Background: an optimization exercise with open tools, aiming at small area, a short achievable clock period and few clock cycles. Do not read the settings as production practice. At most, simulation tests tie the RTL to the original design; equivalence was not proved. For run 1, only the layout was checked, not whether the RTL still works.

$ cat flow/run.sh
#!/bin/bash
# synth_recipe.tcl (not shown) runs the flow's synth.tcl, then flattens the netlist and writes it again
# the make line also repeats each setting of config.mk as NAME=value (left out here)
make -C /OpenROAD-flow-scripts/flow DESIGN_CONFIG=/design/flow/config.mk WORK_HOME=/design/flow/orfs CLKGATE_MAP_FILE= SYNTH_SCRIPT=/design/flow/synth_recipe.tcl finish
$ cat flow/config.mk
export PLATFORM = sky130hd
export DESIGN_NAME = sha2_stream
export DESIGN_NICKNAME = sha2_stream
export VERILOG_FILES = /design/flow/design.v
export SDC_FILE = /design/flow/constraint.sdc
export NUM_CORES = 4
export LEC_CHECK = 0
export ABC_AREA = 1
export CAP_MARGIN = 20
export CORE_MARGIN = 2
export CORE_UTILIZATION = 55
export PLACE_DENSITY = 0.65
export SETUP_SLACK_MARGIN = 5
export SLEW_MARGIN = 20
$ cat flow/constraint.sdc
create_clock -name core_clock -period 10.0 [get_ports {clk}]
set_input_delay 2.0000 -clock core_clock [delete_from_list [all_inputs] [get_ports {clk}]]
set_output_delay 2.0000 -clock core_clock [all_outputs]
set_load 0.01 [all_outputs]
$ cat flow/design.v
module sha2_k (
    input  wire [5:0]  t,
    output reg  [31:0] k
);
    always @(*) begin
        case (t)
            6'd0:  k = 32'h428a2f98; 6'd1:  k = 32'h71374491; 6'd2:  k = 32'hb5c0fbcf; 6'd3:  k = 32'he9b5dba5;
            6'd4:  k = 32'h3956c25b; 6'd5:  k = 32'h59f111f1; 6'd6:  k = 32'h923f82a4; 6'd7:  k = 32'hab1c5ed5;
            6'd8:  k = 32'hd807aa98; 6'd9:  k = 32'h12835b01; 6'd10: k = 32'h243185be; 6'd11: k = 32'h550c7dc3;
            6'd12: k = 32'h72be5d74; 6'd13: k = 32'h80deb1fe; 6'd14: k = 32'h9bdc06a7; 6'd15: k = 32'hc19bf174;
            6'd16: k = 32'he49b69c1; 6'd17: k = 32'hefbe4786; 6'd18: k = 32'h0fc19dc6; 6'd19: k = 32'h240ca1cc;
            6'd20: k = 32'h2de92c6f; 6'd21: k = 32'h4a7484aa; 6'd22: k = 32'h5cb0a9dc; 6'd23: k = 32'h76f988da;
            6'd24: k = 32'h983e5152; 6'd25: k = 32'ha831c66d; 6'd26: k = 32'hb00327c8; 6'd27: k = 32'hbf597fc7;
            6'd28: k = 32'hc6e00bf3; 6'd29: k = 32'hd5a79147; 6'd30: k = 32'h06ca6351; 6'd31: k = 32'h14292967;
            6'd32: k = 32'h27b70a85; 6'd33: k = 32'h2e1b2138; 6'd34: k = 32'h4d2c6dfc; 6'd35: k = 32'h53380d13;
            6'd36: k = 32'h650a7354; 6'd37: k = 32'h766a0abb; 6'd38: k = 32'h81c2c92e; 6'd39: k = 32'h92722c85;
            6'd40: k = 32'ha2bfe8a1; 6'd41: k = 32'ha81a664b; 6'd42: k = 32'hc24b8b70; 6'd43: k = 32'hc76c51a3;
            6'd44: k = 32'hd192e819; 6'd45: k = 32'hd6990624; 6'd46: k = 32'hf40e3585; 6'd47: k = 32'h106aa070;
            6'd48: k = 32'h19a4c116; 6'd49: k = 32'h1e376c08; 6'd50: k = 32'h2748774c; 6'd51: k = 32'h34b0bcb5;
            6'd52: k = 32'h391c0cb3; 6'd53: k = 32'h4ed8aa4a; 6'd54: k = 32'h5b9cca4f; 6'd55: k = 32'h682e6ff3;
            6'd56: k = 32'h748f82ee; 6'd57: k = 32'h78a5636f; 6'd58: k = 32'h84c87814; 6'd59: k = 32'h8cc70208;
            6'd60: k = 32'h90befffa; 6'd61: k = 32'ha4506ceb; 6'd62: k = 32'hbef9a3f7; default: k = 32'hc67178f2;
        endcase
    end
endmodule
module sha2_round (
    input  wire [255:0] st_in,    
    input  wire [31:0]  kw,
    output wire [255:0] st_out
);
    wire [31:0] a = st_in[255:224];
    wire [31:0] b = st_in[223:192];
    wire [31:0] c = st_in[191:160];
    wire [31:0] d = st_in[159:128];
    wire [31:0] e = st_in[127:96];
    wire [31:0] f = st_in[95:64];
    wire [31:0] g = st_in[63:32];
    wire [31:0] h = st_in[31:0];
    wire [31:0] big_s0 = {a[1:0], a[31:2]} ^ {a[12:0], a[31:13]} ^ {a[21:0], a[31:22]};
    wire [31:0] big_s1 = {e[5:0], e[31:6]} ^ {e[10:0], e[31:11]} ^ {e[24:0], e[31:25]};
    wire [31:0] ch     = (e & f) ^ (~e & g);
    wire [31:0] maj    = (a & b) ^ (a & c) ^ (b & c);
    function [63:0] csa(input [31:0] x, input [31:0] y, input [31:0] z);
        csa = {x ^ y ^ z, ((x & y) | (x & z) | (y & z)) << 1};
    endfunction
    wire [63:0] a1 = csa(h, kw, ch);
    wire [63:0] a2 = csa(big_s0, big_s1, maj);
    wire [63:0] a3 = csa(a1[63:32], a1[31:0], a2[63:32]);
    wire [63:0] a4 = csa(a3[63:32], a3[31:0], a2[31:0]);
    wire [31:0] a_new = a4[63:32] + a4[31:0];
    wire [63:0] e1 = csa(d, h, kw);
    wire [63:0] e2 = csa(e1[63:32], e1[31:0], ch);
    wire [63:0] e3 = csa(e2[63:32], e2[31:0], big_s1);
    wire [31:0] e_new = e3[63:32] + e3[31:0];
    assign st_out = {a_new, a, b, c, e_new, e, f, g};
endmodule
module sha2_stream (
    input  wire         clk,
    input  wire         rst,           
    input  wire         in_valid,
    output wire         in_ready,
    input  wire [31:0]  in_data,
    input  wire [2:0]   in_nbytes,     
    input  wire         in_last,
    input  wire         in_sha224,     
    output wire         out_valid,
    input  wire         out_ready,
    output wire [255:0] out_digest
);
    localparam integer FB = 7;         
    localparam [2:0] S_IDLE = 3'd0,    
                     S_P1   = 3'd1,    
                     S_P2   = 3'd2,    
                     S_RND  = 3'd3,
                     S_UPD  = 3'd4,
                     S_OUT  = 3'd5;
    localparam [255:0] IV_256 = {32'h6a09e667, 32'hbb67ae85, 32'h3c6ef372, 32'ha54ff53a,
                                 32'h510e527f, 32'h9b05688c, 32'h1f83d9ab, 32'h5be0cd19};
    localparam [255:0] IV_224 = {32'hc1059ed8, 32'h367cd507, 32'h3070dd17, 32'hf70e5939,
                                 32'hffc00b31, 32'h68581511, 32'h64f98fa7, 32'hbefa4fa4};
    integer i;
    reg [8*FB-1:0] fb;         
    reg [2:0]   cnt;           
    reg         lastin;        
    reg         first;         
    reg         nxt224;        
    reg         padz;          
    reg         lenblk;        
    reg [3:0]   widx;          
    reg [19:0]  mlen;          
    reg [2:0]   state;
    reg [5:0]   t;
    reg [5:0]   kn;            
    reg         fin;           
    reg         got0;          
    reg         newmsg;        
    reg         m224;          
    reg         cur224;        
    reg         rdy_q;         
    reg         outv_q;        
    reg [31:0]  a, b, c, d, e, f, g, h;
    reg [31:0]  kw;            
    reg [31:0]  x [0:15];      
    reg [31:0]  ha [0:3];      
    reg [31:0]  he [0:3];
    wire        data_av = cnt[2];                  
    wire        w_av    = padz | data_av | lastin;
    wire [31:0] fhead   = fb[8*FB-1 -: 32];
    reg  [31:0] padw;
    always @(*) begin
        case (cnt[1:0])
            2'd0: padw = 32'h80000000;
            2'd1: padw = {fhead[31:24], 24'h800000};
            2'd2: padw = {fhead[31:16], 16'h8000};
            default: padw = {fhead[31:8], 8'h80};
        endcase
    end
    wire        len_w  = padz & lenblk & (widx == 4'd15);
    wire [31:0] word   = padz ? (len_w ? {9'b0, mlen, 3'b0} : 32'h0)
                       : (data_av ? fhead : padw);
    function want_of(input [2:0] s, input [5:0] tt, input fn, input g0);
        want_of = (s == S_IDLE) | (s == S_P1) | (s == S_P2) |
                  ((s == S_RND) & ((tt <= 6'd13) | ((tt == 6'd63) & ~fn))) |
                  ((s == S_UPD) & g0 & ~fn) | ((s == S_OUT) & ~g0);
    endfunction
    wire in_rnd = (state == S_RND);
    wire want   = want_of(state, t, fin, got0);
    wire take   = want & w_av;
    wire adv    = ~(in_rnd & (t <= 6'd13) & ~w_av);    
    assign in_ready = rdy_q;
    wire        accept = in_valid & rdy_q;
    wire [2:0]  nb     = (in_nbytes > 3'd4) ? 3'd4 : in_nbytes;
    wire        popd   = take & ~padz & data_av;
    wire        popz   = take & ~padz & ~data_av;    
    wire [2:0]  base   = popd ? cnt - 3'd4 : (popz ? 3'd0 : cnt);
    wire [8*FB-1:0] fsh = popd ? {fb[8*FB-33:0], 32'b0} : fb;
    wire [3:0]  nbm = (nb == 3'd0) ? 4'b0000 : (nb == 3'd1) ? 4'b1000 :
                      (nb == 3'd2) ? 4'b1100 : (nb == 3'd3) ? 4'b1110 : 4'b1111;
    wire [8*FB-1:0] ins = {in_data, 24'b0} >> (8 * base[1:0]);
    wire [FB-1:0]   wm  = accept ? ({nbm, 3'b0} >> base[1:0]) : {FB{1'b0}};
    reg  [8*FB-1:0] fnext;
    always @(*) begin
        for (i = 0; i < FB; i = i + 1)
            fnext[8*FB-1-8*i -: 8] = wm[FB-1-i] ? ins[8*FB-1-8*i -: 8] : fsh[8*FB-1-8*i -: 8];
    end
    reg [2:0]  cnt_n;
    reg        lastin_n, padz_n, lenblk_n;
    always @(*) begin
        cnt_n    = base + (accept ? nb : 3'd0);
        lastin_n = lastin;
        padz_n   = padz;
        lenblk_n = lenblk;
        if (accept & in_last)
            lastin_n = 1'b1;
        if (take) begin
            if (padz) begin
                if (widx == 4'd15) begin
                    if (lenblk) begin
                        padz_n   = 1'b0;
                        lenblk_n = 1'b0;
                    end else
                        lenblk_n = 1'b1;
                end
            end else if (!data_av) begin
                padz_n   = 1'b1;
                lenblk_n = (widx != 4'd14);
                lastin_n = 1'b0;
            end
        end
        if (rst) begin
            cnt_n    = 3'd0;
            lastin_n = 1'b0;
            padz_n   = 1'b0;
            lenblk_n = 1'b0;
        end
    end
    reg [2:0]  state_n;
    reg [5:0]  t_n;
    reg        fin_n, got0_n, newmsg_n;
    always @(*) begin
        state_n  = state;
        t_n      = t;
        fin_n    = fin;
        got0_n   = got0;
        newmsg_n = newmsg;
        case (state)
        S_IDLE: if (take) begin
            newmsg_n = 1'b1;
            state_n  = S_P2;
        end
        S_P1: if (take) state_n = S_P2;
        S_P2: if (take) begin
            newmsg_n = 1'b0;
            state_n  = S_RND;
        end
        S_RND: if (adv) begin
            t_n = t + 6'd1;
            if (take & len_w)
                fin_n = 1'b1;
            if (t == 6'd63) begin
                got0_n  = take;
                state_n = S_UPD;
            end
        end
        S_UPD: begin
            if (fin) begin
                fin_n   = 1'b0;
                state_n = S_OUT;
            end else if (!got0)
                state_n = S_P1;
            else if (take)
                state_n = S_RND;
            else
                state_n = S_P2;
        end
        S_OUT: begin
            if (take) begin
                got0_n   = 1'b1;
                newmsg_n = 1'b1;
            end
            if (out_ready) begin
                got0_n  = 1'b0;
                state_n = (got0 | take) ? S_P2 : S_IDLE;
            end
        end
        default: state_n = S_IDLE;
        endcase
        if (rst) begin
            state_n  = S_IDLE;
            t_n      = 6'd0;
            fin_n    = 1'b0;
            got0_n   = 1'b0;
            newmsg_n = 1'b0;
        end
    end
    always @(posedge clk) begin
        fb     <= fnext;
        cnt    <= cnt_n;
        lastin <= lastin_n;
        padz   <= padz_n;
        lenblk <= lenblk_n;
        state  <= state_n;
        t      <= t_n;
        fin    <= fin_n;
        got0   <= got0_n;
        newmsg <= newmsg_n;
        rdy_q  <= ~lastin_n & (~cnt_n[2] | (want_of(state_n, t_n, fin_n, got0_n) & ~padz_n));
        outv_q <= (state_n == S_OUT);
        if (rst) begin
            first <= 1'b1;
            widx  <= 4'd0;
            mlen  <= 20'd0;
        end else begin
            if (accept) begin
                first <= in_last;
                if (first) nxt224 <= in_sha224;
            end
            if (take) begin
                widx <= widx + 4'd1;
                if (padz) begin
                    if (len_w)
                        mlen <= 20'd0;
                end else if (data_av)
                    mlen <= mlen + 20'd4;
                else
                    mlen <= mlen + {18'b0, cnt[1:0]};
            end
        end
    end
    wire [255:0] st_next;
    sha2_round u_round (
        .st_in ({a, b, c, d, e, f, g, h}),
        .kw    (kw),
        .st_out(st_next)
    );
    wire [31:0] k_t;
    sha2_k u_k (.t(kn), .k(k_t));
    wire [31:0] sm_s0 = {x[1][6:0], x[1][31:7]} ^ {x[1][17:0], x[1][31:18]} ^ (x[1] >> 3);
    wire [31:0] sm_s1 = {x[14][16:0], x[14][31:17]} ^ {x[14][18:0], x[14][31:19]} ^ (x[14] >> 10);
    wire [31:0] w_sch = sm_s1 + x[9] + sm_s0 + x[0];
    wire        use_w = ~in_rnd | (t <= 6'd13) | (t == 6'd63);
    wire [31:0] x_in  = use_w ? word : w_sch;
    wire [31:0] kw_next = k_t + x[15];
    wire [31:0] sum_a = ha[3] + a;
    wire [31:0] sum_e = he[3] + e;
    wire        ring  = (in_rnd & (t >= 6'd61)) | (state == S_UPD);
    wire        start_msg = ((state == S_IDLE) | (state == S_OUT)) & take;
    wire        ring_iv   = (state == S_P2) & newmsg;
    wire        x_en      = (in_rnd & adv) | take;
    always @(posedge clk) begin
        if (x_en) begin
            for (i = 0; i < 15; i = i + 1)
                x[i] <= x[i + 1];
            x[15] <= x_in;
        end
        if (in_rnd & adv) begin
            {a, b, c, d, e, f, g, h} <= st_next;
        end else if (state == S_UPD) begin
            {a, b, c, d} <= {sum_a, ha[0], ha[1], ha[2]};
            {e, f, g, h} <= {sum_e, he[0], he[1], he[2]};
        end else if (start_msg) begin
            {a, b, c, d, e, f, g, h} <= nxt224 ? IV_224 : IV_256;
        end
        if (ring) begin
            ha[0] <= sum_a; ha[1] <= ha[0]; ha[2] <= ha[1]; ha[3] <= ha[2];
            he[0] <= sum_e; he[1] <= he[0]; he[2] <= he[1]; he[3] <= he[2];
        end else if (ring_iv) begin
            {ha[0], ha[1], ha[2], ha[3], he[0], he[1], he[2], he[3]} <= m224 ? IV_224 : IV_256;
        end
        if ((in_rnd & adv) | (((state == S_P2) | (state == S_UPD)) & take)) begin
            kw <= kw_next;
            kn <= (in_rnd && kn == 6'd0) ? 6'd0 : kn + 6'd1;
        end
        if (start_msg)
            m224 <= nxt224;
        if (ring_iv)
            cur224 <= m224;
        if (rst)
            kn <= 6'd0;
    end
    assign out_valid  = outv_q;
    assign out_digest = {ha[0], ha[1], ha[2], ha[3], he[0], he[1], he[2],
                         cur224 ? 32'h0 : he[3]};
endmodule
==> PnR_summary.wiki, run 1 <==
{| class="wikitable"
! Metric !! Value
|-
| Status || complete, no violations
|-
| Post-DP HPWL || 170000 µm
|-
| Share of the core filled with cells in the final layout || about 64%
|-
| Levels on crit path || 15
|-
| Synth Net Count || 7274
|-
| Number of global-route vias before repair || 49.3k
|-
| Ordered cell list for the critical path || xor2_1 -> xor2_1 -> fa_1 -> fa_1 -> inv_1 -> fa_1 -> ha_1 -> inv_1 -> nor3_1 -> nand4_1 -> or2_2 -> nand2_1 -> a21oi_1 -> o21ai_1 -> nand2_1
|-
| Non-Filler Instances || approximately 8.8k
|-
| Critical Path RT || around 11 ns
|-
| Root Driver || sky130_fd_sc_hd__clkbuf_16
|-
| Startpoint of the lowest-slack register-to-register path || e[3]
|-
| Average routed wire per standard cell || 26.3 µm
|-
| Post-synthesis instance area || between 0.06 and 0.07 mm²
|-
| Number of placement rows || 128
|-
| Type of the most critical hold path || register to register
|-
| Setup repair after global routing missed its margin || yes
|-
| Worst skew pair latency || 0.79 ns
|-
| Clock transition at the register clock pins on the worst setup and hold paths after CTS || 0.06 ns
|-
| Maximum number of pins on one net before global-route repair || 211
|-
| Top flip-flop cell by instance count after synthesis || sky130_fd_sc_hd__edfxtp_1
|-
| Clock tree sinks || 1198
|-
| Share of synthesized area occupied by flip-flops and latches || 52.2%
|-
| Detailed-router iteration count before antenna repair || 8
|-
| Area growth from synthesis to layout || 15.3%
|-
| Worst reg-to-reg path cell count || 15
|-
| Final Max Slew Viols || 0
|-
| Most used cell, CP || sky130_fd_sc_hd__fa_1
|-
| Nature of the critical path endpoint || register
|-
| Worst EP arrival || 5.54 ns
|-
| Wire length reported by the detailed router || 231000 µm
|-
| Kind of cell with the highest combined delay on the critical path || adder cells
|-
| Maximum single-stage delay on the critical path || 0.59 ns
|-
| Warning count from the yosys run || 6
|-
| Final critical path time including I/O delays and setup || 4.99 ns
|-
| Number of instances in the synthesized netlist || a little under 7k
|-
| Startpoint types || register
|-
| Count of input and output buffers || approximately 300
|-
| Timing-limited maximum frequency || 200 MHz
|-
| Worst Tran Pin Value || 1.19 ns
|-
| Number of top-level pins || 299
|-
| Final setup violating endpoints || 0
|-
| Vertical die dimension || 354 µm
|-
| Number of library cell types mapped by synthesis || 64
|-
| Worst clock skew on the final layout || 0.0592 ns
|-
| Die Wd || 354 µm
|-
| Number of stages on the worst hold path || 0
|-
| Clock tree from TritonCTS || built
|-
| Commonest non-fill, non-tap cell in the layout || sky130_fd_sc_hd__nand2_1
|-
| Initial cell density of the core || 55.3%
|-
| Worst-case clock buffer depth || 3
|-
| Async set or reset register ratio after synthesis || 0%
|-
| DR vias/cell || 5.91
|-
| Last weighted congestion value of the routability-driven placer || 1.01
|-
| First-pass GRT wire length || 332000 µm
|-
| Nets || 7605
|-
| Hold violation total from the final report || 0
|-
| Total negative slack || 0 ns
|-
| Worst max-slew margin expressed relative to the limit || 20.4%
|-
| CTS Buf Count || 131
|-
| Cell at the slowest stage of the critical path || sky130_fd_sc_hd__edfxtp_1
|-
| Maximum net fanout on the critical path || 6
|-
| Launch point of the worst hold path || x[11][30]
|-
| Leftover overflow at the end of global routing || 0
|-
| Initial drt markers || 7583
|-
| Number of buffer and inverter stages on the critical path || 2
|-
| Max Cap Viol || 0
|-
| Commonest non-fill, non-tap cells in the layout || 1381 x sky130_fd_sc_hd__nand2_1, 1115 x sky130_fd_sc_hd__edfxtp_1, 969 x sky130_fd_sc_hd__inv_1
|-
| Number of placed instances, taps included || between 8k and 9k
|-
| Critical setup path kind || register to register
|-
| Origin of the worst setup path || e[3]
|-
| GRT Util Overall || 36.5%
|-
| Vias || ~52k
|-
| Count of flip-flops with a built-in enable after synthesis || 1115
|-
| Die area || roughly 0.13 mm²
|-
| Fraction of the cycle the final worst path needs || 49.9%
|-
| Fraction of layout cells with a size suffix above 1 || around 6.9%
|-
| Mean post-synth cell area || around 10 µm²
|-
| Remaining antenna violation count after routing || 0
|-
| # hold bufs at CTS || 0
|-
| Number of synthesized register bits || approximately 1.2k
|-
| Antenna violations before repair || 9
|-
| Remaining design rule violation count || 0
|-
| Tightest hold margin || 0.395 ns
|-
| Placeable core region || 0.122 mm²
|-
| H-Tree Level Count || 4
|}
==> layer usage <==
layer | up-vias | wire, µm | global-route usage (%)
met2 | 3150 | 99300 | 53.0
met4 | 4 | 8900 | 12.2
met1 | 25400 | 94900 | 53.8
met3 | 480 | 27600 | 8.82
li1 | 23000 | - | -
met5 | - | 26 | 0
==> sequential cells by signal, indices dropped and copies added (netlist names), 3 cells and up <==
register / cells
d: 32
k_t: 32
fb: 56
kn: 6
ha: 128
state: 3
f: 32
c: 32
b: 32
x: 512
a: 32
mlen: 20
g: 32
kw: 32
widx: 4
t: 6
cnt: 3
he: 128
h: 32
e: 32
==> cells by family after synthesis <==
group / synth area share (%)
buf+inv: 7.00
xor+xnor: 4.82
flops: 52.2
simple gates: 14.5
compound gates: 9.00
fa+ha+maj: 12.4
==> path summary, 6_finish.rpt <==
check	end	slack (ns)
setup / recovery	a[30]	5.01
hold / removal	x[10][30]	0.39
setup reg to reg	a[30]	5.01
hold reg to reg	x[10][30]	0.39
==> metrics by stage <==
stage	cell area (µm²)	setup WS [ns]
floorplan	67300	4.78
detailed placement	71800	4.09
finish	77500	5.01
global placement	71800	4.04
global route	77500	4.80
CTS	76800	4.96
==> Yosys cell counts, types with 13 or more instances <==
library cell,n,area share (%)
sky130_fd_sc_hd__buf_2,44,0.33
sky130_fd_sc_hd__nand2_2,22,0.20
sky130_fd_sc_hd__edfxtp_1,1115,50
sky130_fd_sc_hd__dfxtp_1,83,2.5
sky130_fd_sc_hd__o21ai_0,493,3.7
sky130_fd_sc_hd__a22oi_1,39,0.44
sky130_fd_sc_hd__o21bai_1,21,0.23
sky130_fd_sc_hd__o22ai_1,33,0.31
sky130_fd_sc_hd__o21ai_1,18,0.13
sky130_fd_sc_hd__a21boi_0,14,0.16
sky130_fd_sc_hd__nand3b_1,14,0.16
sky130_fd_sc_hd__or2_2,19,0.18
sky130_fd_sc_hd__a21oi_1,338,2.5
sky130_fd_sc_hd__nor2_1,458,2.6
sky130_fd_sc_hd__nor3_1,49,0.36
sky130_fd_sc_hd__xor2_1,220,2.9
sky130_fd_sc_hd__buf_1,13,0.073
sky130_fd_sc_hd__a31oi_1,42,0.39
sky130_fd_sc_hd__fa_1,282,8.4
sky130_fd_sc_hd__o21a_1,13,0.15
sky130_fd_sc_hd__inv_2,16,0.089
sky130_fd_sc_hd__inv_1,975,5.4
sky130_fd_sc_hd__xnor2_1,150,2.0
sky130_fd_sc_hd__clkbuf_1,158,0.88
sky130_fd_sc_hd__a21o_1,22,0.25
sky130_fd_sc_hd__ha_1,216,4.0
sky130_fd_sc_hd__nand2_1,1392,7.8
sky130_fd_sc_hd__nand4_1,33,0.31
sky130_fd_sc_hd__nand3_1,329,2.4
==> worst register-to-register path, stage by stage, from the launching register on <==
cell and delay, ns:
sky130_fd_sc_hd__edfxtp_1 0.59, sky130_fd_sc_hd__xor2_1 0.33, sky130_fd_sc_hd__xor2_1 0.50, sky130_fd_sc_hd__fa_1 0.54, sky130_fd_sc_hd__fa_1 0.57, sky130_fd_sc_hd__inv_1 0.07
sky130_fd_sc_hd__fa_1 0.46, sky130_fd_sc_hd__ha_1 0.43, sky130_fd_sc_hd__inv_1 0.11, sky130_fd_sc_hd__nor3_1 0.34, sky130_fd_sc_hd__nand4_1 0.11, sky130_fd_sc_hd__or2_2 0.31
sky130_fd_sc_hd__nand2_1 0.11, sky130_fd_sc_hd__a21oi_1 0.07, sky130_fd_sc_hd__o21ai_1 0.16, sky130_fd_sc_hd__nand2_1 0.07
==> what timing repair did <==
action	CTS	global route
setup buffers	31	49
pin swaps	3	10
setup endpoints to repair	32	43
cloned	0	0
gates resized for setup	58	90
==> area by class of cell <==
cell class	count	area, µm²
Sequential cell	1198	35100
Timing Repair Buffer	425	4070
Antenna cell	1	2.50
Inverter	996	3760
Tap cell	1625	2030
Clock inverter	80	1090
Clock buffer	153	3380
Fill cell	9704	44000
Multi-Input combinational cell	4314	28000
==> run 2: changes to the inputs <==
--- a/flow/design.v
+++ b/flow/design.v
@@ -25,7 +25,7 @@
 endmodule
 module sha2_round (
     input  wire [255:0] st_in,    
-    input  wire [31:0]  kw,
+    input  wire [31:0]  p,
     output wire [255:0] st_out
 );
     wire [31:0] a = st_in[255:224];
@@ -35,7 +35,6 @@
     wire [31:0] e = st_in[127:96];
     wire [31:0] f = st_in[95:64];
     wire [31:0] g = st_in[63:32];
-    wire [31:0] h = st_in[31:0];
     wire [31:0] big_s0 = {a[1:0], a[31:2]} ^ {a[12:0], a[31:13]} ^ {a[21:0], a[31:22]};
     wire [31:0] big_s1 = {e[5:0], e[31:6]} ^ {e[10:0], e[31:11]} ^ {e[24:0], e[31:25]};
     wire [31:0] ch     = (e & f) ^ (~e & g);
@@ -43,15 +42,13 @@
     function [63:0] csa(input [31:0] x, input [31:0] y, input [31:0] z);
         csa = {x ^ y ^ z, ((x & y) | (x & z) | (y & z)) << 1};
     endfunction
-    wire [63:0] a1 = csa(h, kw, ch);
-    wire [63:0] a2 = csa(big_s0, big_s1, maj);
-    wire [63:0] a3 = csa(a1[63:32], a1[31:0], a2[63:32]);
-    wire [63:0] a4 = csa(a3[63:32], a3[31:0], a2[31:0]);
-    wire [31:0] a_new = a4[63:32] + a4[31:0];
-    wire [63:0] e1 = csa(d, h, kw);
-    wire [63:0] e2 = csa(e1[63:32], e1[31:0], ch);
-    wire [63:0] e3 = csa(e2[63:32], e2[31:0], big_s1);
-    wire [31:0] e_new = e3[63:32] + e3[31:0];
+    wire [63:0] a1 = csa(p, ch, maj);
+    wire [63:0] a2 = csa(big_s0, big_s1, a1[63:32]);
+    wire [63:0] a3 = csa(a2[63:32], a2[31:0], a1[31:0]);
+    wire [31:0] a_new = a3[63:32] + a3[31:0];
+    wire [63:0] e1 = csa(p, ch, d);
+    wire [63:0] e2 = csa(e1[63:32], e1[31:0], big_s1);
+    wire [31:0] e_new = e2[63:32] + e2[31:0];
     assign st_out = {a_new, a, b, c, e_new, e, f, g};
 endmodule
 module sha2_stream (
@@ -91,6 +88,7 @@
     reg [2:0]   state;
     reg [5:0]   t;
     reg [5:0]   kn;            
+    reg [31:0]  kr;            
     reg         fin;           
     reg         got0;          
     reg         newmsg;        
@@ -99,7 +97,7 @@
     reg         rdy_q;         
     reg         outv_q;        
     reg [31:0]  a, b, c, d, e, f, g, h;
-    reg [31:0]  kw;            
+    reg [31:0]  p;             
     reg [31:0]  x [0:15];      
     reg [31:0]  ha [0:3];      
     reg [31:0]  he [0:3];
@@ -270,17 +268,20 @@
     wire [255:0] st_next;
     sha2_round u_round (
         .st_in ({a, b, c, d, e, f, g, h}),
-        .kw    (kw),
+        .p     (p),
         .st_out(st_next)
     );
+    wire        p_ld = (in_rnd & adv) | (((state == S_P2) | (state == S_UPD)) & take);
+    wire [5:0]  kn_n = rst ? 6'd0 : (p_ld ? ((in_rnd && kn == 6'd0) ? 6'd0 : kn + 6'd1) : kn);
     wire [31:0] k_t;
-    sha2_k u_k (.t(kn), .k(k_t));
+    sha2_k u_k (.t(kn_n), .k(k_t));
     wire [31:0] sm_s0 = {x[1][6:0], x[1][31:7]} ^ {x[1][17:0], x[1][31:18]} ^ (x[1] >> 3);
     wire [31:0] sm_s1 = {x[14][16:0], x[14][31:17]} ^ {x[14][18:0], x[14][31:19]} ^ (x[14] >> 10);
     wire [31:0] w_sch = sm_s1 + x[9] + sm_s0 + x[0];
     wire        use_w = ~in_rnd | (t <= 6'd13) | (t == 6'd63);
     wire [31:0] x_in  = use_w ? word : w_sch;
-    wire [31:0] kw_next = k_t + x[15];
+    wire [31:0] ph     = in_rnd ? g : ((state == S_UPD) ? he[2] : h);
+    wire [31:0] p_next = ph + kr + x[15];
     wire [31:0] sum_a = ha[3] + a;
     wire [31:0] sum_e = he[3] + e;
     wire        ring  = (in_rnd & (t >= 6'd61)) | (state == S_UPD);
@@ -307,16 +308,14 @@
         end else if (ring_iv) begin
             {ha[0], ha[1], ha[2], ha[3], he[0], he[1], he[2], he[3]} <= m224 ? IV_224 : IV_256;
         end
-        if ((in_rnd & adv) | (((state == S_P2) | (state == S_UPD)) & take)) begin
-            kw <= kw_next;
-            kn <= (in_rnd && kn == 6'd0) ? 6'd0 : kn + 6'd1;
-        end
+        if (p_ld)
+            p <= p_next;
+        kn <= kn_n;
+        kr <= k_t;
         if (start_msg)
             m224 <= nxt224;
         if (ring_iv)
             cur224 <= m224;
-        if (rst)
-            kn <= 6'd0;
     end
     assign out_valid  = outv_q;
     assign out_digest = {ha[0], ha[1], ha[2], ha[3], he[0], he[1], he[2],
--- a/flow/config.mk
+++ b/flow/config.mk
@@ -8,7 +8,6 @@
 export ABC_AREA = 1
 export CAP_MARGIN = 20
 export CORE_MARGIN = 2
-export CORE_UTILIZATION = 55
-export PLACE_DENSITY = 0.65
-export SETUP_SLACK_MARGIN = 5
+export CORE_UTILIZATION = 45
+export PLACE_DENSITY = 0.6
 export SLEW_MARGIN = 20
==> run 2 against run 1 <==
- still clean on timing, DRC and antenna
- global-route usage down 5.4 points
- synthesized area is essentially flat
- hold slack gained 0.0079 ns
- cell count increased by 3.9%
- critical path depth is 9 higher
- clock skew down 0.021 ns
- first-iteration DRC count decreased by 24%
- synthesized cell count grew 1.8%
- critical endpoint is now a[28]
- largest cell class unchanged
- highest routed layer unchanged
==> PnR_summary.wiki, run 2 <==
{| class="wikitable"
! Metric !! Value
|-
| Warning count from the yosys run || 6 (unchanged)
|-
| H-Tree Level Count || 4 (unchanged)
|-
| Hold Crit Endpoint || x[12][30]
|-
| Remaining design rule violation count || 0 (unchanged)
|-
| Number of flip-flops in the largest register || 512 (unchanged)
|-
| Vias || 50.7k (-2.5%)
|-
| Area of all placed cells without fillers || 0.0767 mm² (-1.0%)
|-
| Post-synthesis instance area || 0.0673 mm² (about the same)
|-
| Worst max-slew margin expressed relative to the limit || 16.8% (-3.6 points)
|-
| Critical Path RT || 10.48 ns (-0.06 ns)
|-
| Wire length reported by the detailed router || 238000 µm (+3.0%)
|-
| Most used cell, CP || sky130_fd_sc_hd__inv_1
|-
| Status || complete, no violations
|-
| Number of top-level pins || 299 (unchanged)
|-
| Count of input and output buffers || 298 (unchanged)
|-
| Remaining antenna violation count after routing || 0 (unchanged)
|-
| Maximum net fanout on the critical path || 7 (+1)
|-
| Number of library cell types mapped by synthesis || 59 (-7.8%)
|-
| Root Driver || sky130_fd_sc_hd__clkbuf_16
|-
| Post CTS Setup Buffer Count || 0 (-100%)
|-
| Max Cap Viol || 0 (unchanged)
|-
| Most flops, register || x
|-
| Number of buffer and inverter stages on the critical path || 5 (+3)
|-
| Mean post-synth cell area || 9.81 µm² (-1.8%)
|-
| Worst reg-to-reg path cell count || 24 (+9)
|-
| Initial cell density of the core || 45.5% (-9.9 points)
|-
| Worst EP arrival || 5.92 ns (+0.38 ns)
|-
| Register-to-register path setup slack || 4.56 ns (-0.45 ns)
|-
| Clock transition at the register clock pins on the worst setup and hold paths after CTS || 0.06 ns (about the same)
|-
| Filler cell count || 13.5k (+40%)
|-
| Fraction of the cycle the final worst path needs || 54.4% (+4.5 points)
|-
| Registers with the most flip-flops || x (512), ha (128), he (128)
|-
| # hold bufs at CTS || 0 (unchanged)
|-
| Post-DP HPWL || 180000 µm (+5.8%)
|-
| Launch point of the worst hold path || x[13][30]
|-
| Nets || 7606 (+0.013%)
|-
| Number of instances resized during post-cts repair || 0 (-100%)
|-
| Last weighted congestion value of the routability-driven placer || 0.962 (-5.1%)
|-
| Type of the most critical hold path || register to register
|-
| Critical setup path kind || register to register
|-
| Hold violation total from the final report || 0 (unchanged)
|-
| Area growth from synthesis to layout || 14.1%
|-
| Average routed wire per standard cell || 26.0 µm (-0.85%)
|-
| Detailed-router iteration count before antenna repair || 6 (-2)
|-
| Cell area reported after detailed placement || 0.0722 mm² (+0.44%)
|-
| Commonest cells in the synthesized netlist || 1441 x sky130_fd_sc_hd__nand2_1, 1115 x sky130_fd_sc_hd__edfxtp_1, 1007 x sky130_fd_sc_hd__inv_1, 543 x sky130_fd_sc_hd__o21ai_0, 470 x sky130_fd_sc_hd__nor2_1
|-
| Count of flip-flops with a built-in enable after synthesis || 1115 (unchanged)
|-
| Synth Net Count || 7366 (+1.3%)
|-
| Startpoint types || register
|-
| Capture point of the worst reg-to-reg path || a[28]
|-
| Worst Tran Pin Value || 1.24 ns (+0.0456 ns)
|-
| Antenna violations before repair || 5 (-4)
|-
| Number of stages on the worst hold path || 0 (unchanged)
|-
| Final Max Slew Viols || 0 (unchanged)
|-
| Setup repair after global routing missed its margin || no
|-
| Worst-case clock buffer depth || 3 (unchanged)
|-
| Number of global-route vias before repair || 49.3k (+0.043%)
|-
| Fraction of layout cells with a size suffix above 1 || 4.84% (-2.1 points)
|-
| Timing-limited maximum frequency || 184 MHz (-8.3%)
|-
| Commonest non-fill, non-tap cells in the layout || 1437 x sky130_fd_sc_hd__nand2_1, 1115 x sky130_fd_sc_hd__edfxtp_1, 1005 x sky130_fd_sc_hd__inv_1
|-
| Dominant cells by area after synthesis || sky130_fd_sc_hd__edfxtp_1 50%, sky130_fd_sc_hd__nand2_1 8.0%, sky130_fd_sc_hd__fa_1 7.5%
|-
| Maximum number of pins on one net before global-route repair || 188 (-11%)
|-
| Kind of cell with the highest combined delay on the critical path || adder cells
|-
| Share of the synthesized area in the top cell type || 49.8% (about the same)
|-
| Share of synthesized area occupied by flip-flops and latches || 52.2% (about the same)
|-
| Worst clock skew on the final layout || 0.0382 ns (-0.0210 ns)
|-
| Die area || 0.153 mm² (+22%)
|-
| Maximum single-stage delay on the critical path || 0.72 ns (+0.13 ns)
|-
| Worst skew pair latency || 0.79 ns (about the same)
|-
| Top flip-flop cell by instance count after synthesis || sky130_fd_sc_hd__edfxtp_1
|-
| Leftover overflow at the end of global routing || 0 (unchanged)
|-
| GRT Util Overall || 31.0% (-5.4 points)
|-
| Number of instances in the synthesized netlist || 6859 (+1.8%)
|-
| DR vias/cell || 5.55 (-6.2%)
|-
| Number of synthesized register bits || 1198 (unchanged)
|-
| Final critical path time including I/O delays and setup || 5.44 ns (+0.450 ns)
|-
| Number of placement rows || 141 (+10%)
|-
| Ordered cell list for the critical path || nand2_1 -> nand2_1 -> o21ai_0 -> fa_1 -> inv_1 -> fa_1 -> inv_1 -> fa_1 -> inv_1 -> ha_1 -> inv_1 -> fa_1 -> inv_1 -> nand3_1 -> nand2_1 -> a21oi_1 -> nor2_1 -> nor2_1 -> o21ai_0 -> nand3_1 -> nand3_1 -> a21oi_1 -> o21ai_0 -> o21ai_0
|-
| Cell taking the most area after synthesis || sky130_fd_sc_hd__edfxtp_1
|-
| Clock tree from TritonCTS || built
|-
| First-pass GRT wire length || 343000 µm (+3.2%)
|-
| Count leader, synth || sky130_fd_sc_hd__nand2_1
|-
| Final setup violating endpoints || 0 (unchanged)
|-
| Commonest non-fill, non-tap cell in the layout || sky130_fd_sc_hd__nand2_1
|-
| Initial drt markers || 5759 (-24%)
|-
| Startpoint of the lowest-slack register-to-register path || a[1]
|-
| Placeable core region || 0.148 mm² (+22%)
|-
| Vertical die dimension || 391 µm (+10%)
|-
| Total negative slack || 0 ns (unchanged)
|-
| Cell at the slowest stage of the critical path || sky130_fd_sc_hd__edfxtp_1
|-
| CTS Buf Count || 137 (+4.6%)
|-
| Die Wd || 391 µm (+10%)
|-
| Clock tree sinks || 1198 (unchanged)
|-
| Nature of the critical path endpoint || register
|-
| Async set or reset register ratio after synthesis || 0% (unchanged)
|}
## run 2: cell types whose count changed after synthesis, sizes merged, moves of 21 or more
cell,before,now
clkbuf,158,179
nand3,336,313
xnor2,150,171
o21ai,513,572
nand2,1418,1465
fa,282,253
inv,992,1022
## run 2: layout make-up
cell class | count | area, µm² | share of cell area (%)
repair buffers | 356 | 3460 | 4.50
inverters | 1026 | 3860 | 5.03
well taps | 1930 | 2410 | 3.15
clock inverters | 82 | 1010 | 1.32
multi-input cells | 4380 | 27300 | 35.5
diodes | 1 | 2.50 | 0.00326
clock buffers | 164 | 3570 | 4.65
flip-flops and latches | 1198 | 35100 | 45.8
## run 2: through the flow
stage | worst slack, ns | hold WS [ns] | util, % | cells
after floorplan | 1.49 | 0.400 | - | 6859
after global placement | 4.10 | 0.400 | 48.7 | 8890
after detailed placement | 4.16 | 0.405 | 48.7 | 8890
after CTS | 4.68 | 0.396 | 51.8 | 9136
after global routing | 4.23 | 0.412 | 51.8 | 9136
final | 4.56 | 0.402 | 51.8 | 9137
## run 2: metal layers
| layer | vias up | routed length [µm] | GRT usage (%) |
|---|---|---|---|
| met5 | - | 27 | 0 |
| met1 | 25100 | 104000 | 44.2 |
| met2 | 2053 | 110000 | 49.3 |
| met3 | 328 | 16600 | 4.70 |
| met4 | 4 | 6680 | 8.58 |
| li1 | 23200 | - | - |
## run 2: how the worst max path moves through the flow
stage	startpoint	endpoint	slack (ns)	cells after the start
2_1_floorplan	t[0]	x[0][0]	1.49	10
3_3_place_gp	rst	kr[25]	4.10	13
3_5_place_dp	rst	kr[22]	4.16	13
4_1_cts	a[2]	a[28]	4.68	22
5_1_grt	a[1]	a[28]	4.23	24
6_report	a[1]	a[28]	4.56	24
## run 2: kinds of logic (layout without fill, tap and decap cells)
logic type,after synthesis,in the layout,share of synthesized area (%)
flip-flops,1198,1198,52.2
XOR/XNOR,378,378,4.92
AND/OR/NAND/NOR,2387,2387,14.6
other,0,1,0
adder cells (fa/ha/maj),466,466,11.5
AO/OA/AOI/OAI,1149,1149,9.43
buffers and inverters,1281,1628,7.32
Testbench counts of run 2, summed over its fixed seeds: cycles 132,635.
==> run 3: changes to the inputs <==
--- a/flow/design.v
+++ b/flow/design.v
@@ -121,10 +121,11 @@
                   ((s == S_RND) & ((tt <= 6'd13) | ((tt == 6'd63) & ~fn))) |
                   ((s == S_UPD) & g0 & ~fn) | ((s == S_OUT) & ~g0);
     endfunction
-    wire in_rnd = (state == S_RND);
-    wire want   = want_of(state, t, fin, got0);
+    reg  f_rnd, f_upd, f_p2, f_early, f_usew, f_ring, f_want;
+    wire in_rnd = f_rnd;
+    wire want   = f_want;
     wire take   = want & w_av;
-    wire adv    = ~(in_rnd & (t <= 6'd13) & ~w_av);    
+    wire adv    = ~(f_early & ~w_av);                  
     assign in_ready = rdy_q;
     wire        accept = in_valid & rdy_q;
     wire [2:0]  nb     = (in_nbytes > 3'd4) ? 3'd4 : in_nbytes;
@@ -243,6 +244,13 @@
         got0   <= got0_n;
         newmsg <= newmsg_n;
         rdy_q  <= ~lastin_n & (~cnt_n[2] | (want_of(state_n, t_n, fin_n, got0_n) & ~padz_n));
+        f_want  <= want_of(state_n, t_n, fin_n, got0_n);
+        f_rnd   <= (state_n == S_RND);
+        f_upd   <= (state_n == S_UPD);
+        f_p2    <= (state_n == S_P2);
+        f_early <= (state_n == S_RND) & (t_n <= 6'd13);
+        f_usew  <= (state_n != S_RND) | (t_n <= 6'd13) | (t_n == 6'd63);
+        f_ring  <= ((state_n == S_RND) & (t_n >= 6'd61)) | (state_n == S_UPD);
         outv_q <= (state_n == S_OUT);
         if (rst) begin
             first <= 1'b1;
@@ -271,22 +279,22 @@
         .p     (p),
         .st_out(st_next)
     );
-    wire        p_ld = (in_rnd & adv) | (((state == S_P2) | (state == S_UPD)) & take);
+    wire        p_ld = (in_rnd & adv) | ((f_p2 | f_upd) & take);
     wire [5:0]  kn_n = rst ? 6'd0 : (p_ld ? ((in_rnd && kn == 6'd0) ? 6'd0 : kn + 6'd1) : kn);
     wire [31:0] k_t;
     sha2_k u_k (.t(kn_n), .k(k_t));
     wire [31:0] sm_s0 = {x[1][6:0], x[1][31:7]} ^ {x[1][17:0], x[1][31:18]} ^ (x[1] >> 3);
     wire [31:0] sm_s1 = {x[14][16:0], x[14][31:17]} ^ {x[14][18:0], x[14][31:19]} ^ (x[14] >> 10);
     wire [31:0] w_sch = sm_s1 + x[9] + sm_s0 + x[0];
-    wire        use_w = ~in_rnd | (t <= 6'd13) | (t == 6'd63);
+    wire        use_w = f_usew;
     wire [31:0] x_in  = use_w ? word : w_sch;
-    wire [31:0] ph     = in_rnd ? g : ((state == S_UPD) ? he[2] : h);
+    wire [31:0] ph     = in_rnd ? g : (f_upd ? he[2] : h);
     wire [31:0] p_next = ph + kr + x[15];
     wire [31:0] sum_a = ha[3] + a;
     wire [31:0] sum_e = he[3] + e;
-    wire        ring  = (in_rnd & (t >= 6'd61)) | (state == S_UPD);
+    wire        ring  = f_ring;
     wire        start_msg = ((state == S_IDLE) | (state == S_OUT)) & take;
-    wire        ring_iv   = (state == S_P2) & newmsg;
+    wire        ring_iv   = f_p2 & newmsg;
     wire        x_en      = (in_rnd & adv) | take;
     always @(posedge clk) begin
         if (x_en) begin
@@ -296,7 +304,7 @@
         end
         if (in_rnd & adv) begin
             {a, b, c, d, e, f, g, h} <= st_next;
-        end else if (state == S_UPD) begin
+        end else if (f_upd) begin
             {a, b, c, d} <= {sum_a, ha[0], ha[1], ha[2]};
             {e, f, g, h} <= {sum_e, he[0], he[1], he[2]};
         end else if (start_msg) begin
--- a/flow/config.mk
+++ b/flow/config.mk
@@ -8,6 +8,8 @@
 export ABC_AREA = 1
 export CAP_MARGIN = 20
 export CORE_MARGIN = 2
-export CORE_UTILIZATION = 45
-export PLACE_DENSITY = 0.6
+export CORE_UTILIZATION = 60
+export CTS_BUF_LIST = sky130_fd_sc_hd__clkbuf_8 sky130_fd_sc_hd__clkbuf_4
+export PLACE_DENSITY = 0.7
+export SETUP_SLACK_MARGIN = 5
 export SLEW_MARGIN = 20
==> run 3 against run 2 <==
- synthesized cell count is 1.7% lower
- worst setup slack better by 0.34 ns
- via count is 8.2% higher
==> PnR_summary.wiki, run 3 <==
{| class="wikitable"
! Metric !! Value
|-
| Clock tree sinks || 1205 (+0.58%)
|-
| Final setup violating endpoints || 0 (unchanged)
|-
| Count of input and output buffers || 298 (unchanged)
|-
| Timing-limited maximum frequency || 196 MHz (+6.7%)
|-
| Initial cell density of the core || 60.5% (+15 points)
|-
| Worst EP arrival || 5.77 ns (-0.15 ns)
|-
| GRT Util Overall || 43.6% (+13 points)
|-
| Final Max Slew Viols || 0 (unchanged)
|-
| Worst skew pair latency || 1.01 ns (+0.22 ns)
|-
| GR Util met1 || 55.8% (+12 points)
|-
| H-Tree Level Count || 4 (unchanged)
|-
| Last weighted congestion value of the routability-driven placer || 1.06 (+10%)
|-
| Number of buffer and inverter stages on the critical path || 3 (-2)
|-
| Detailed-router iteration count before antenna repair || 11 (+5)
|-
| Initial drt markers || 8933 (+55%)
|-
| Worst max-slew margin expressed relative to the limit || 13.4% (-3.4 points)
|-
| Final critical path time including I/O delays and setup || 5.10 ns (-0.343 ns)
|-
| Final setup margin || 4.90 ns (+0.343 ns)
|-
| Count leader, synth || sky130_fd_sc_hd__nand2_1
|-
| Die area || 0.114 mm² (-25%)
|-
| Number of instances in the synthesized netlist || 6739 (-1.7%)
|-
| Nature of the critical path endpoint || register
|-
| Setup repair after global routing missed its margin || yes
|-
| Fraction of the cycle the final worst path needs || 51.0% (-3.4 points)
|-
| Average routed wire per standard cell || 29.0 µm (+12%)
|-
| Commonest cells in the synthesized netlist || 1298 x sky130_fd_sc_hd__nand2_1, 1115 x sky130_fd_sc_hd__edfxtp_1, 982 x sky130_fd_sc_hd__inv_1, 525 x sky130_fd_sc_hd__nor2_1, 519 x sky130_fd_sc_hd__o21ai_0
|-
| Launch point of the worst hold path || x[12][30]
|-
| Non-Filler Instances || 8758 (-4.1%)
|-
| Placeable core region || 0.111 mm² (-25%)
|-
| Mean post-synth cell area || 9.94 µm² (+1.3%)
|-
| Levels on crit path || 17 (-29%)
|-
| Count of flip-flops with a built-in enable after synthesis || 1115 (unchanged)
|-
| Total negative slack || 0 ns (unchanged)
|-
| Worst reg-to-reg path cell count || 17 (-29%)
|-
| Antenna violations before repair || 12 (+7)
|-
| Die Wd || 338 µm (-13%)
|-
| Maximum single-stage delay on the critical path || 0.57 ns (-0.15 ns)
|-
| Share of synthesized area occupied by flip-flops and latches || 52.7% (+0.45 points)
|-
| First-pass GRT wire length || 359000 µm (+4.7%)
|-
| Vertical die dimension || 338 µm (-13%)
|-
| Nets || 7609 (+0.039%)
|-
| Cell taking the most area after synthesis || sky130_fd_sc_hd__edfxtp_1
|-
| Commonest non-fill, non-tap cell in the layout || sky130_fd_sc_hd__nand2_1
|-
| Status || complete, no violations
|-
| Number of library cell types mapped by synthesis || 61 (+3.4%)
|-
| Number of placed instances, taps included || 8330 (-6.3%)
|-
| Critical setup path kind || register to register
|-
| Startpoint types || register
|-
| DR vias/cell || 6.26 (+13%)
|-
| Worst-case clock buffer depth || 3 (unchanged)
|-
| Number of stages on the worst hold path || 0 (unchanged)
|-
| Number of synthesized register bits || 1205 (+0.58%)
|-
| Maximum net fanout on the critical path || 5 (-2)
|-
| Fraction of layout cells with a size suffix above 1 || 7.53% (+2.7 points)
|-
| Area of all placed cells without fillers || 0.0763 mm² (-0.60%)
|-
| Root Driver || sky130_fd_sc_hd__clkbuf_8
|-
| Remaining design rule violation count || 0 (unchanged)
|-
| Ordered cell list for the critical path || o21ai_0 -> fa_1 -> inv_1 -> fa_1 -> fa_1 -> ha_1 -> nand3_1 -> nand2_1 -> inv_1 -> nor2_1 -> nor2_1 -> o21ai_1 -> inv_1 -> o21ai_2 -> nand3_1 -> a21oi_1 -> o21ai_0
|-
| Worst clock skew on the final layout || 0.0887 ns (+0.0505 ns)
|-
| Clock tree from TritonCTS || built
|-
| Most flops, register || x
|-
| Maximum number of pins on one net before global-route repair || 186 (-1.1%)
|-
| Registers with the most flip-flops || x (512), ha (128), he (128)
|-
| Leftover overflow at the end of global routing || 0 (unchanged)
|-
| Met3 Usage GRT || 12.1% (+7.4 points)
|-
| Number of top-level pins || 299 (unchanged)
|-
| Dominant cells by area after synthesis || sky130_fd_sc_hd__edfxtp_1 50%, sky130_fd_sc_hd__fa_1 7.6%, sky130_fd_sc_hd__nand2_1 7.3%
|-
| Vias || 54.8k (+8.2%)
|-
| Area growth from synthesis to layout || 13.9%
|-
| Warning count from the yosys run || 6 (unchanged)
|-
| Cell area reported after detailed placement || 0.0714 mm² (-1.1%)
|-
| Number of placement rows || 122 (-13%)
|-
| Worst Tran Pin Value || 1.29 ns (+0.0504 ns)
|-
| Wire length reported by the detailed router || 254000 µm (+6.9%)
|-
| Number of flip-flops in the largest register || 512 (unchanged)
|-
| Max Cap Viol || 0 (unchanged)
|-
| Type of the most critical hold path || register to register
|-
| Synth Net Count || 7244 (-1.7%)
|-
| Top flip-flop cell by instance count after synthesis || sky130_fd_sc_hd__edfxtp_1
|-
| Share of the synthesized area in the top cell type || 50.0% (+0.23 points)
|-
| Remaining antenna violation count after routing || 0 (unchanged)
|-
| Post-Place Worst Slack || 4.00 ns (-0.158 ns)
|-
| Number of global-route vias before repair || 52.7k (+6.9%)
|-
| Critical Path RT || 10.67 ns (+0.19 ns)
|-
| Hold violation total from the final report || 0 (unchanged)
|-
| Post-DP HPWL || 188000 µm (+4.2%)
|-
| Clock transition at the register clock pins on the worst setup and hold paths after CTS || 0.07 ns (about the same)
|-
| Async set or reset register ratio after synthesis || 0% (unchanged)
|-
| Kind of cell with the highest combined delay on the critical path || adder cells
|-
| Post-synthesis instance area || 0.0670 mm² (-0.45%)
|-
| Cell at the slowest stage of the critical path || sky130_fd_sc_hd__o21ai_0
|-
| Global routing met2 resource utilization || 65.5% (+16 points)
|-
| GR peak layer || met2
|-
| Origin of the worst setup path || a[4]
|-
| CTS Buf Count || 193 (+41%)
|-
| Commonest non-fill, non-tap cells in the layout || 1295 x sky130_fd_sc_hd__nand2_1, 1115 x sky130_fd_sc_hd__edfxtp_1, 977 x sky130_fd_sc_hd__inv_1
|-
| Startpoint of the lowest-slack register-to-register path || a[4]
|}
## run 3: changes by cell type after synthesis, sizes merged, moves of 24 or more
cell    previous run  this run
xor2             207       159
nand2           1465      1308
buf               76        44
a21oi            324       350
o211ai            19        44
inv             1022       998
nand3            313       268
nor2             480       541
## run 3: kinds of logic after synthesis
family / count (synthesis) / share of synthesized area, %
AOI/OAI and AO/OA: 1219 / 10.3
buffers and inverters: 1246 / 7.10
and+or+nand+nor: 2244 / 13.7
xor gates and xnor gates: 353 / 4.62
adders and majority gates: 464 / 11.5
muxes: 8 / 0.120
DFF: 1205 / 52.7
## run 3: metrics by stage
| step | hold WS [ns] | util [%] |
|---|---|---|
| floorplan | 0.400 | - |
| detailed placement | 0.405 | 64.5 |
| global route | 0.379 | 68.9 |
| global placement | 0.401 | 64.5 |
| CTS | 0.367 | 68.4 |
| finish | 0.361 | 68.9 |
## run 3: area by class of cell
type / instances / area (µm²)
inverters: 1002 / 3780
repair buffers: 414 / 3910
fillers: 7872 / 34400
diodes: 4 / 10.0
multi-input cells: 4288 / 27200
flip-flops and latches: 1205 / 35300
well taps: 1488 / 1860
clock buffers: 253 / 3130
clock inverters: 104 / 1130
## run 3: path summary, 6_finish.rpt
| kind | to | slack, ns |
|---|---|---|
| max | a[29] | 4.90 |
| min | x[11][30] | 0.36 |
| max reg2reg | a[29] | 4.90 |
| min reg2reg | x[11][30] | 0.36 |
## run 3: what timing repair did
| item | CTS | global route |
|---|---|---|
| pin swaps | 0 | 1 |
| cloned | 0 | 0 |
| endpoints found under the setup margin | 51 | 80 |
| hold buffers | 0 | 0 |
| setup buffers | 9 | 57 |
| gates resized for setup | 25 | 55 |
## run 3: layer usage
layer	part of all wire [%]	wire (µm)
met3	13	32400
met5	0.021	54
met4	8.3	21100
met2	44	111000
met1	35	89800
Testbench counts of run 3, summed over its fixed seeds: cycles 132,635.
==> run 4: changes to the inputs <==
==> flow/flow/run.sh (new file) <==
#!/bin/bash
# Layout flow: the standard flow (standard.sh, unchanged synthesis,
# floorplan, power grid and tap cells) with these changes:
#  - repair_timing aims at a larger setup margin (SETUP_SLACK_MARGIN), so it
#    upsizes the cells of the round's critical paths further;
#  - the port buffers are buf_2 cells instead of the default pick;
#  - clock tree: clkbuf_8/clkbuf_4 buffers and no dummy loads.
# Every tool's output goes to logs in this folder (make's to flow_make.log;
# ORFS keeps its per-step logs under orfs/logs/).
set -euo pipefail
export SETUP_SLACK_MARGIN=6
export BUFFER_PORTS_ARGS="-buffer_cell sky130_fd_sc_hd__buf_2"
export CTS_ARGS="-sink_clustering_enable -repair_clock_nets -dont_use_dummy_load -buf_list {sky130_fd_sc_hd__clkbuf_8 sky130_fd_sc_hd__clkbuf_4}"
bash standard.sh finish > flow_make.log 2>&1
==> flow/standard.sh (new file) <==
#!/bin/bash
# synth_recipe.tcl (not shown) runs the flow's synth.tcl, then flattens the netlist and writes it again
# the make line also repeats each setting of config.mk as NAME=value (left out here)
make -C /OpenROAD-flow-scripts/flow DESIGN_CONFIG=/design/flow/config.mk WORK_HOME=/design/flow/orfs CLKGATE_MAP_FILE= SYNTH_SCRIPT=/design/flow/synth_recipe.tcl "${@:-finish}"
--- a/flow/config.mk
+++ b/flow/config.mk
@@ -9,7 +9,5 @@
 export CAP_MARGIN = 20
 export CORE_MARGIN = 2
 export CORE_UTILIZATION = 60
-export CTS_BUF_LIST = sky130_fd_sc_hd__clkbuf_8 sky130_fd_sc_hd__clkbuf_4
 export PLACE_DENSITY = 0.7
-export SETUP_SLACK_MARGIN = 5
 export SLEW_MARGIN = 20
removed: flow/run.sh
==> run 4 against run 3 <==
- still clean
- sequential share of layout area down 1.1 points
- cell count increased by 0.98%
- hold slack improved by 0.012 ns
- design area increased by 2.5%
- core utilization up 1.7 points
- clock-buffer cell count shrank 59
- synthesized cell count unchanged
- clock skew rose by 0.023 ns
- critical endpoint is now x[15][25]
==> PnR_summary.wiki, run 4 <==
{| class="wikitable"
! Metric !! Value
|-
| Status || complete, no violations
|-
| Area growth from synthesis to layout || 16.7%
|-
| Share of the synthesized area in the top cell type || 50.0% (unchanged)
|-
| Count leader, synth || sky130_fd_sc_hd__nand2_1
|-
| Wire length reported by the detailed router || 263000 µm (+3.3%)
|-
| Max Cap Viol || 0 (unchanged)
|-
| Worst Tran Pin Value || 1.20 ns (-0.0824 ns)
|-
| Remaining antenna violation count after routing || 0 (unchanged)
|-
| Critical setup path kind || register to register
|-
| Average routed wire per standard cell || 29.7 µm (+2.3%)
|-
| Non-Filler Instances || 8844 (+0.98%)
|-
| Synth Net Count || 7244 (unchanged)
|-
| Commonest non-fill, non-tap cells in the layout || 1256 x sky130_fd_sc_hd__nand2_1, 1115 x sky130_fd_sc_hd__edfxtp_1, 932 x sky130_fd_sc_hd__inv_1
|-
| Final critical path time including I/O delays and setup || 4.56 ns (-0.536 ns)
|-
| Fraction of the cycle the final worst path needs || 45.6% (-5.4 points)
|-
| Async set or reset register ratio after synthesis || 0% (unchanged)
|-
| Die Wd || 338 µm (unchanged)
|-
| Die area || 0.114 mm² (unchanged)
|-
| Nets || 7857 (+3.3%)
|-
| Final setup violating endpoints || 0 (unchanged)
|-
| Final setup margin || 5.44 ns (+0.536 ns)
|-
| Setup repair after global routing missed its margin || yes
|-
| Number of library cell types mapped by synthesis || 61 (unchanged)
|-
| Worst max-slew margin expressed relative to the limit || 19.8% (+6.4 points)
|-
| Post-Place Worst Slack || 4.56 ns (+0.561 ns)
|-
| Last weighted congestion value of the routability-driven placer || 1.07 (+1.1%)
|-
| Number of flip-flops in the largest register || 512 (unchanged)
|-
| Post-DP HPWL || 183000 µm (-2.6%)
|-
| Detailed-router iteration count before antenna repair || 19 (+8)
|-
| Simple-gate portion of the synthesized area || 13.7% (unchanged)
|-
| CTS Buf Count || 194 (+0.52%)
|-
| Mean post-synth cell area || 9.94 µm² (unchanged)
|-
| Complex-gate fraction of the synthesized area || 10.3% (unchanged)
|-
| Most flops, register || x
|-
| # hold bufs at CTS || 0 (unchanged)
|-
| Commonest non-fill, non-tap cell in the layout || sky130_fd_sc_hd__nand2_1
|-
| Timing-limited maximum frequency || 219 MHz (+12%)
|-
| Top flip-flop cell by instance count after synthesis || sky130_fd_sc_hd__edfxtp_1
|-
| Number of instances in the synthesized netlist || 6739 (unchanged)
|-
| Adder and majority gate portion of the synthesized area || 11.5% (unchanged)
|-
| Startpoint types || register
|-
| Share of the synthesized netlist area taken by xor and xnor gates || 4.62% (unchanged)
|-
| Worst skew pair latency || 0.97 ns (-0.04 ns)
|-
| First-pass GRT wire length || 357000 µm (-0.67%)
|-
| Maximum net fanout on the critical path || 3 (-2)
|-
| Dominant cells by area after synthesis || sky130_fd_sc_hd__edfxtp_1 50%, sky130_fd_sc_hd__fa_1 7.6%, sky130_fd_sc_hd__nand2_1 7.3%
|-
| Antenna violations before repair || 16 (+4)
|-
| Number of top-level pins || 299 (unchanged)
|-
| Total negative slack || 0 ns (unchanged)
|-
| Type of the most critical hold path || register to register
|-
| Final Max Slew Viols || 0 (unchanged)
|-
| Clock transition at the register clock pins on the worst setup and hold paths after CTS || 0.06 ns (about the same)
|-
| Initial cell density of the core || 60.5% (unchanged)
|-
| Hold violation total from the final report || 0 (unchanged)
|-
| Root Driver || sky130_fd_sc_hd__clkbuf_8
|-
| Register-to-register path setup slack || 5.44 ns (+0.54 ns)
|-
| Clock tree sinks || 1205 (unchanged)
|-
| Cell taking the most area after synthesis || sky130_fd_sc_hd__edfxtp_1
|-
| Worst EP arrival || 5.23 ns (-0.54 ns)
|-
| Number of stages on the worst hold path || 0 (unchanged)
|-
| Maximum number of pins on one net before global-route repair || 195 (+4.8%)
|-
| Share of the core filled with cells in the final layout || 70.7% (+1.7 points)
|-
| Worst-case clock buffer depth || 3 (unchanged)
|-
| Clock tree from TritonCTS || built
|-
| Worst reg-to-reg path cell count || 17 (unchanged)
|-
| Initial drt markers || 9086 (+1.7%)
|-
| GRT Util Overall || 43.2% (-0.38 points)
|-
| Warning count from the yosys run || 6 (unchanged)
|-
| Nature of the critical path endpoint || register
|-
| Vertical die dimension || 338 µm (unchanged)
|-
| Placeable core region || 0.111 mm² (unchanged)
|-
| Combinational family with the most area after synthesis || simple AND/OR/NAND/NOR gates
|-
| Vias || 56.4k (+2.8%)
|-
| Count of flip-flops with a built-in enable after synthesis || 1115 (unchanged)
|-
| Number of placed instances, taps included || 8318 (-0.14%)
|-
| Number of synthesized register bits || 1205 (unchanged)
|-
| Worst clock skew on the final layout || 0.111 ns (+0.0226 ns)
|-
| Post-synthesis instance area || 0.0670 mm² (unchanged)
|-
| Fraction of layout cells with a size suffix above 1 || 19.3% (+12 points)
|-
| DR vias/cell || 6.37 (+1.8%)
|-
| Count of input and output buffers || 298 (unchanged)
|-
| Share of synthesized area occupied by flip-flops and latches || 52.7% (unchanged)
|-
| Remaining design rule violation count || 0 (unchanged)
|-
| Number of placement rows || 122 (unchanged)
|-
| Leftover overflow at the end of global routing || 0 (unchanged)
|-
| Registers with the most flip-flops || x (512), ha (128), he (128)
|-
| Number of global-route vias before repair || 53.3k (+1.1%)
|-
| Critical Path RT || 10.67 ns (about the same)
|-
| Commonest cells in the synthesized netlist || 1298 x sky130_fd_sc_hd__nand2_1, 1115 x sky130_fd_sc_hd__edfxtp_1, 982 x sky130_fd_sc_hd__inv_1, 525 x sky130_fd_sc_hd__nor2_1, 519 x sky130_fd_sc_hd__o21ai_0
|-
| H-Tree Level Count || 4 (unchanged)
|-
| Share of cell area taken by muxes after synthesis || 0.120% (unchanged)
|}
run 4: cell counts after synthesis:
No cell type changed its count.
run 4: routing by layer:
metal	GRT usage [%]	vias up	share of wire (%)
met3	14.1	1135	15
met5	0	-	0.059
met2	62.6	4832	42
met1	57.2	26800	35
met4	25.4	22	8.0
li1	-	23600	-
run 4: worst max-delay path: stages (launching register included):
cell	delay [ns]
sky130_fd_sc_hd__edfxtp_1	0.56
sky130_fd_sc_hd__xnor2_2	0.51
sky130_fd_sc_hd__xnor2_2	0.14
sky130_fd_sc_hd__fa_1	0.56
sky130_fd_sc_hd__inv_1	0.07
sky130_fd_sc_hd__fa_1	0.57
sky130_fd_sc_hd__inv_1	0.18
sky130_fd_sc_hd__ha_4	0.24
sky130_fd_sc_hd__a21oi_4	0.18
sky130_fd_sc_hd__o21ai_4	0.09
sky130_fd_sc_hd__a21oi_4	0.21
sky130_fd_sc_hd__o21ai_2	0.10
sky130_fd_sc_hd__buf_4	0.15
sky130_fd_sc_hd__a21oi_4	0.20
sky130_fd_sc_hd__o21bai_1	0.12
sky130_fd_sc_hd__or2_4	0.25
sky130_fd_sc_hd__nand3_4	0.11
sky130_fd_sc_hd__nand2_1	0.07
run 4: worst paths after layout:
kind | end | start
max | x[15][25] | x[1][21]
min | x[10][16] | x[11][16]
max reg2reg | x[15][25] | x[1][21]
min reg2reg | x[10][16] | x[11][16]
run 4: kinds of logic after synthesis:
kind of cell    after synthesis
compound gates             1219
mux                           8
fa+ha+maj                   464
flops                      1205
simple gates               2244
buf+inv                    1246
xor+xnor                    353
run 4: what timing repair did:
action,4_1_cts,5_1_grt
resized for setup,430,367
gates cloned,4,3
hold endpoints to repair,0,0
pin swaps,68,133
setup buffers,213,106
setup endpoints to repair,964,274
run 4: cell type report:
cell class | instances | area, µm²
flip-flops and latches | 1205 | 35300
inverters | 1002 | 3800
fillers | 7681 | 32500
multi-input cells | 4293 | 30100
well taps | 1488 | 1860
repair inverters | 1 | 5.00
diodes | 6 | 15.0
clock buffers | 194 | 2670
repair buffers | 655 | 4450
run 4: per-stage QoR:
| stage | cell area [µm²] | hold WS, ns |
|---|---|---|
| floorplan | 67000 | 0.400 |
| global placement | 69800 | 0.400 |
| detailed placement | 69800 | 0.405 |
| CTS | 75600 | 0.381 |
| global route | 78200 | 0.390 |
| finish | 78200 | 0.373 |

port drivers added, routing unchanged:
No port has a modelled driver above. Below, the same layouts with a new extraction and two added sets of constraints. Step 1 assumes that a clkbuf_16 drives the clock port and a buf_2 every other input. Step 2, shift: input delay + t, output delay - t, t = (earliest + latest rising clock arrival at the registers) / 2. This alone moves slack from input paths to output paths. Three values: ideal ports, drivers, drivers and shift; two values: the first two.
| run | shift t [ns] | setup slack, ns | worst setup path at the end |
|---|---|---|---|
| run 1 | 0.845 | 5.006 / 5.006 / 4.423 | input to register |
| run 2 | 0.865 | 4.556 / 4.556 / 4.113 | input to register |
| run 3 | 1.046 | 4.899 / 4.899 / 4.297 | input to register |
| run 4 | 0.994 | 5.435 / 5.435 / 5.274 | input to register |
After both steps every run listed still meets setup and hold. The setup slack of run 3, which loses most, moves by 0.000 ns with the drivers and by -0.602 ns with both steps.
